Source: an optimization exercise on an open RTL-to-GDS flow (aim: small area, a short achievable clock period and few clock cycles). Production flows keep margins and buffers that such runs may drop.
Where RTL was checked, it was by simulation tests only, not by an equivalence proof against the original.
Power is estimated from default activity; no workload was simulated.

// psiframe_pkt
module psiframe_pkt (
  input  wire        clk,
  input  wire        rst,             
  input  wire        cmd_valid,
  input  wire [63:0] cmd,
  output wire        cmd_ready,
  output wire        ev_valid,
  output wire [9:0]  ev,
  output wire [41:0] ev_pcr,
  input  wire        ev_ready,
  output wire        idle,
  output wire [63:0] st
);
For scale: ~1500 cells after synthesis, roughly 430 flip-flops, roughly 190 I/O pins, roughly 16000 um^2 of cells after synthesis.
clock: 10.0 ns
lec_check: 0
cap_margin: 20
core_margin: 2
core_utilization: 55
slew_margin: 20
standard.sh (not shown) runs the stock make flow with config.mk's settings and CLKGATE_MAP_FILE= SYNTH_SCRIPT=/design/flow/synth_recipe.tcl, a recipe that flattens the netlist after the stock synthesis.
==> flow/flow/run.sh <==
#!/bin/bash
# Own layout flow: the standard synthesis unchanged (standard.sh synth),
# then the standard layout (standard.sh) with extra make settings:
#  - BUFFER_PORTS_ARGS: every input and output port still gets its buffer, but
#    a plain sky130_fd_sc_hd__buf_2 instead of the delay buffer picked by default;
#  - CTS_ARGS: ORFS's own clock-tree options with clkbuf_8 buffers, without the dummy loads that CTS
#    adds to even out its leaf buffers' loads.
# Each tool's full output stays in this folder: make's output in flow_*.log,
# and ORFS's per-step logs under orfs/logs/.
set -uo pipefail
MARGIN=$(cat flow/margin.txt 2>/dev/null || echo 6.5)
bash standard.sh synth > flow_synth.log 2>&1 || { tail -50 flow_synth.log; exit 1; }
bash standard.sh "SETUP_SLACK_MARGIN=$MARGIN" \
  "BUFFER_PORTS_ARGS=-buffer_cell sky130_fd_sc_hd__buf_2" \
  "CTS_ARGS=-sink_clustering_enable -repair_clock_nets -dont_use_dummy_load -buf_list sky130_fd_sc_hd__clkbuf_8" \
  finish > flow_layout.log 2>&1 || { tail -50 flow_layout.log; exit 1; }
tail -5 flow_layout.log
==> flow/flow/margin.txt <==
7.0
Testbench counts at the start, summed over its fixed seeds: cycles 233,424.
Then changed:
==> flow/flow/margin.txt (replaced) <==
6.5
Combinational power drops by 48%.
Core utilization drops by 7.0 points.
First-iteration DRC count drops by 9.9%.
Cell count drops by 6.6%.
Critical path depth drops by 8.
Routed wire length drops by 13%.
Die area is unchanged.
Cell area drops by 10%.
Sequential share of layout area climbs by 5.1 points.
Then changed:
--- a/flow/flow/run.sh
+++ b/flow/flow/run.sh
@@ -4,5 +4,5 @@
 #  - BUFFER_PORTS_ARGS: every input and output port still gets its buffer, but
 #    a plain sky130_fd_sc_hd__buf_2 instead of the delay buffer picked by default;
-#  - CTS_ARGS: ORFS's own clock-tree options with clkbuf_8 buffers, without the dummy loads that CTS
+#  - CTS_ARGS: ORFS's own clock-tree options, without the dummy loads that CTS
 #    adds to even out its leaf buffers' loads.
 # Each tool's full output stays in this folder: make's output in flow_*.log,
@@ -13,5 +13,5 @@
 bash standard.sh "SETUP_SLACK_MARGIN=$MARGIN" \
   "BUFFER_PORTS_ARGS=-buffer_cell sky130_fd_sc_hd__buf_2" \
-  "CTS_ARGS=-sink_clustering_enable -repair_clock_nets -dont_use_dummy_load -buf_list sky130_fd_sc_hd__clkbuf_8" \
+  "CTS_ARGS=-sink_clustering_enable -repair_clock_nets -dont_use_dummy_load" \
   finish > flow_layout.log 2>&1 || { tail -50 flow_layout.log; exit 1; }
 tail -5 flow_layout.log
==> flow/flow/margin.txt (replaced) <==
6.6
--- a/flow/config.mk
+++ b/flow/config.mk
@@ -8,4 +8,4 @@
 export CAP_MARGIN = 20
 export CORE_MARGIN = 2
-export CORE_UTILIZATION = 55
+export CORE_UTILIZATION = 75
 export SLEW_MARGIN = 20
What happened: Synthesized area stays the same; clock skew came out lower by 0.029 ns; sequential share of layout area fell by 0.18 points; maximum frequency falls slightly.
Then changed:
--- a/flow/flow/run.sh
+++ b/flow/flow/run.sh
@@ -4,5 +4,7 @@
 #  - BUFFER_PORTS_ARGS: every input and output port still gets its buffer, but
 #    a plain sky130_fd_sc_hd__buf_2 instead of the delay buffer picked by default;
-#  - CTS_ARGS: ORFS's own clock-tree options, without the dummy loads that CTS
+#  - SKIP_REPAIR_TIE_FANOUT: the constant outputs share their tie cells
+#    instead of getting one tie cell each;
+#  - CTS_ARGS: ORFS's own clock-tree options with clkbuf_8 buffers, without the dummy loads that CTS
 #    adds to even out its leaf buffers' loads.
 # Each tool's full output stays in this folder: make's output in flow_*.log,
@@ -13,5 +15,6 @@
 bash standard.sh "SETUP_SLACK_MARGIN=$MARGIN" \
   "BUFFER_PORTS_ARGS=-buffer_cell sky130_fd_sc_hd__buf_2" \
-  "CTS_ARGS=-sink_clustering_enable -repair_clock_nets -dont_use_dummy_load" \
+  SKIP_REPAIR_TIE_FANOUT=1 \
+  "CTS_ARGS=-sink_clustering_enable -repair_clock_nets -dont_use_dummy_load -buf_list sky130_fd_sc_hd__clkbuf_8" \
   finish > flow_layout.log 2>&1 || { tail -50 flow_layout.log; exit 1; }
 tail -5 flow_layout.log
==> flow/flow/margin.txt (replaced) <==
6.75
--- a/flow/config.mk
+++ b/flow/config.mk
@@ -8,4 +8,4 @@
 export CAP_MARGIN = 20
 export CORE_MARGIN = 2
-export CORE_UTILIZATION = 75
+export CORE_UTILIZATION = 65
 export SLEW_MARGIN = 20
Total power drops by a few percent.
Area after synthesis is unchanged.
Wire length decreases by roughly a tenth.
Non-clock buffer count is higher by 37.
Sequential cell count is unchanged.
Global-route usage shrinks by 8.7 points.
Setup slack is better by 0.17 ns.
Clock-buffer cell count climbs by 21.

---

== run A ==
Another version of the RTL of psiframe_pkt (not shown whole).
Size: roughly 1,500 cells after synthesis, roughly 190 I/O pins, about 16,000 um2 of cells after synthesis.
export LEC_CHECK = 0
export CAP_MARGIN = 20
export CORE_MARGIN = 2
export CORE_UTILIZATION = 65
export SLEW_MARGIN = 20
create_clock -name core_clock -period 10.0 [get_ports {clk}]
==> flow/flow/run.sh <==
#!/bin/bash
# Own layout flow: the standard synthesis unchanged (standard.sh synth),
# then the standard layout (standard.sh) with extra make settings:
#  - BUFFER_PORTS_ARGS: every input and output port still gets its buffer, but
#    a plain sky130_fd_sc_hd__buf_2 instead of the delay buffer picked by default;
#  - CTS_ARGS: ORFS's own clock-tree options with clkbuf_8 buffers, without the dummy loads that CTS
#    adds to even out its leaf buffers' loads.
# Each tool's full output stays in this folder: make's output in flow_*.log,
# and ORFS's per-step logs under orfs/logs/.
set -uo pipefail
MARGIN=$(cat flow/margin.txt 2>/dev/null || echo 6.5)
bash standard.sh synth > flow_synth.log 2>&1 || { tail -50 flow_synth.log; exit 1; }
bash standard.sh "SETUP_SLACK_MARGIN=$MARGIN" \
  "BUFFER_PORTS_ARGS=-buffer_cell sky130_fd_sc_hd__buf_2" \
  "CTS_ARGS=-sink_clustering_enable -repair_clock_nets -dont_use_dummy_load -buf_list sky130_fd_sc_hd__clkbuf_8" \
  finish > flow_layout.log 2>&1 || { tail -50 flow_layout.log; exit 1; }
tail -5 flow_layout.log
==> flow/flow/margin.txt <==
6.85
The following lists how run B was set up differently from run A:
==> flow/flow/run.sh <==
#!/bin/bash
# Own layout flow: the standard synthesis unchanged (standard.sh synth),
# then the standard layout (standard.sh) with extra make settings:
#  - BUFFER_PORTS_ARGS: every input and output port still gets its buffer, but
#    a plain sky130_fd_sc_hd__buf_2 instead of the delay buffer picked by default;
#  - SKIP_REPAIR_TIE_FANOUT: the constant outputs share their tie cells
#    instead of getting one tie cell each;
#  - CTS_ARGS: ORFS's own clock-tree options with clkbuf_8 buffers, without the dummy loads that CTS
#    adds to even out its leaf buffers' loads.
# Each tool's full output stays in this folder: make's output in flow_*.log,
# and ORFS's per-step logs under orfs/logs/.
set -uo pipefail
MARGIN=$(cat flow/margin.txt 2>/dev/null || echo 6.5)
bash standard.sh synth > flow_synth.log 2>&1 || { tail -50 flow_synth.log; exit 1; }
bash standard.sh "SETUP_SLACK_MARGIN=$MARGIN" \
  "BUFFER_PORTS_ARGS=-buffer_cell sky130_fd_sc_hd__buf_2" \
  SKIP_REPAIR_TIE_FANOUT=1 \
  "CTS_ARGS=-sink_clustering_enable -repair_clock_nets -dont_use_dummy_load -buf_list sky130_fd_sc_hd__clkbuf_8" \
  finish > flow_layout.log 2>&1 || { tail -50 flow_layout.log; exit 1; }
tail -5 flow_layout.log
==> flow/flow/margin.txt <==
6.75
Notes after the runs:
In run B the register share of total power turned out 3.1 points higher than in run A. nor4_1 as the critical-path cell with the highest stage delay was reported by run B, and or3_1 by run A. Comparing run B against run A, there is no change at all in share of async-settable or async-resettable flops after synthesis. Compared with run A, in run B mean number of vias per cell up about 1.3%; initial antenna violation count lower. Run B ended up with crsv as its end of the critical path; run A ended up with pkleft[6].
What run C does differently from run B at the input level:
==> flow/flow/run.sh <==
#!/bin/bash
# Own layout flow: the standard synthesis unchanged (standard.sh synth),
# then the standard layout (standard.sh) with extra make settings:
#  - BUFFER_PORTS_ARGS: every input and output port still gets its buffer, but
#    a plain sky130_fd_sc_hd__buf_2 instead of the delay buffer picked by default;
#  - CTS_ARGS: ORFS's own clock-tree options with clkbuf_8 buffers, without the dummy loads that CTS
#    adds to even out its leaf buffers' loads.
# Each tool's full output stays in this folder: make's output in flow_*.log,
# and ORFS's per-step logs under orfs/logs/.
set -uo pipefail
MARGIN=$(cat flow/margin.txt 2>/dev/null || echo 6.5)
bash standard.sh synth > flow_synth.log 2>&1 || { tail -50 flow_synth.log; exit 1; }
bash standard.sh "SETUP_SLACK_MARGIN=$MARGIN" \
  "BUFFER_PORTS_ARGS=-buffer_cell sky130_fd_sc_hd__buf_2" \
  "CTS_ARGS=-sink_clustering_enable -repair_clock_nets -dont_use_dummy_load -buf_list sky130_fd_sc_hd__clkbuf_8" \
  finish > flow_layout.log 2>&1 || { tail -50 flow_layout.log; exit 1; }
tail -5 flow_layout.log
Notes after the runs:
- Side by side, worst setup margin turned out higher in run C than in run B.
- Comparing run B with run C, the filler cell count in the final layout came out essentially unchanged.
- Run B ended up with crsv as its endpoint of the worst setup timing path; run C ended up with idle_q.
- Against run B, run C reports a fraction of layout cells with a size suffix above 1 that is lower.
- Diff run B -> run C: critical path depth higher; maximum clock insertion buffer count level; power now larger; count of plain and timing-repair buffers in the layout went up 7; via count normalized by instance count roughly the same.
- When the final numbers for run B and run C were put side by side, the met2 track demand over resource turned out to be smaller in run C.
- Cell total after placement (lower): run B
- Run C vs run B, relative contribution of the clock network to total power went down by 0.5 points.
Function was not checked in any run of this note: the RTL went through the layout flow alone.

-- what the ideal ports hide --
In the flow no input, the clock included, has a driving cell. The finished layouts below were timed again as built, in two steps.
Step 1 sets driving cells, clkbuf_16 on the clock port and buf_2 on the other inputs (assumed; they add their load-dependent delay and slew).
Step 2 adds t to the input delays and takes it off the output delays; t is the mean of the earliest and latest rising clock arrival at the registers after step 1. Input paths then give back, and output paths get back, about the clock's delay inside the block.
Three values: ideal, step 1, step 2; two values: the first two.
run	t (ns)	setup slack, ns	hold slack, ns
the first run of note 1	0.607	6.769 / 6.747 / 6.185	0.259 / 0.259 / 0.259
the second run of note 1	0.598	6.571 / 6.524 / 6.013	0.262 / 0.262 / 0.262
the third run of note 1	0.564	6.521 / 6.521 / 6.070	0.293 / 0.293 / 0.293
the fourth run of note 1	0.622	6.693 / 6.720 / 6.098	0.259 / 0.259 / 0.259
run A	0.595	6.702 / 6.717 / 6.122	0.285 / 0.285 / 0.285
run B	0.612	6.685 / 6.714 / 6.102	0.278 / 0.278 / 0.278
run C	0.603	6.712 / 6.719 / 6.117	0.272 / 0.272 / 0.272
After both steps every run listed still meets setup and hold.
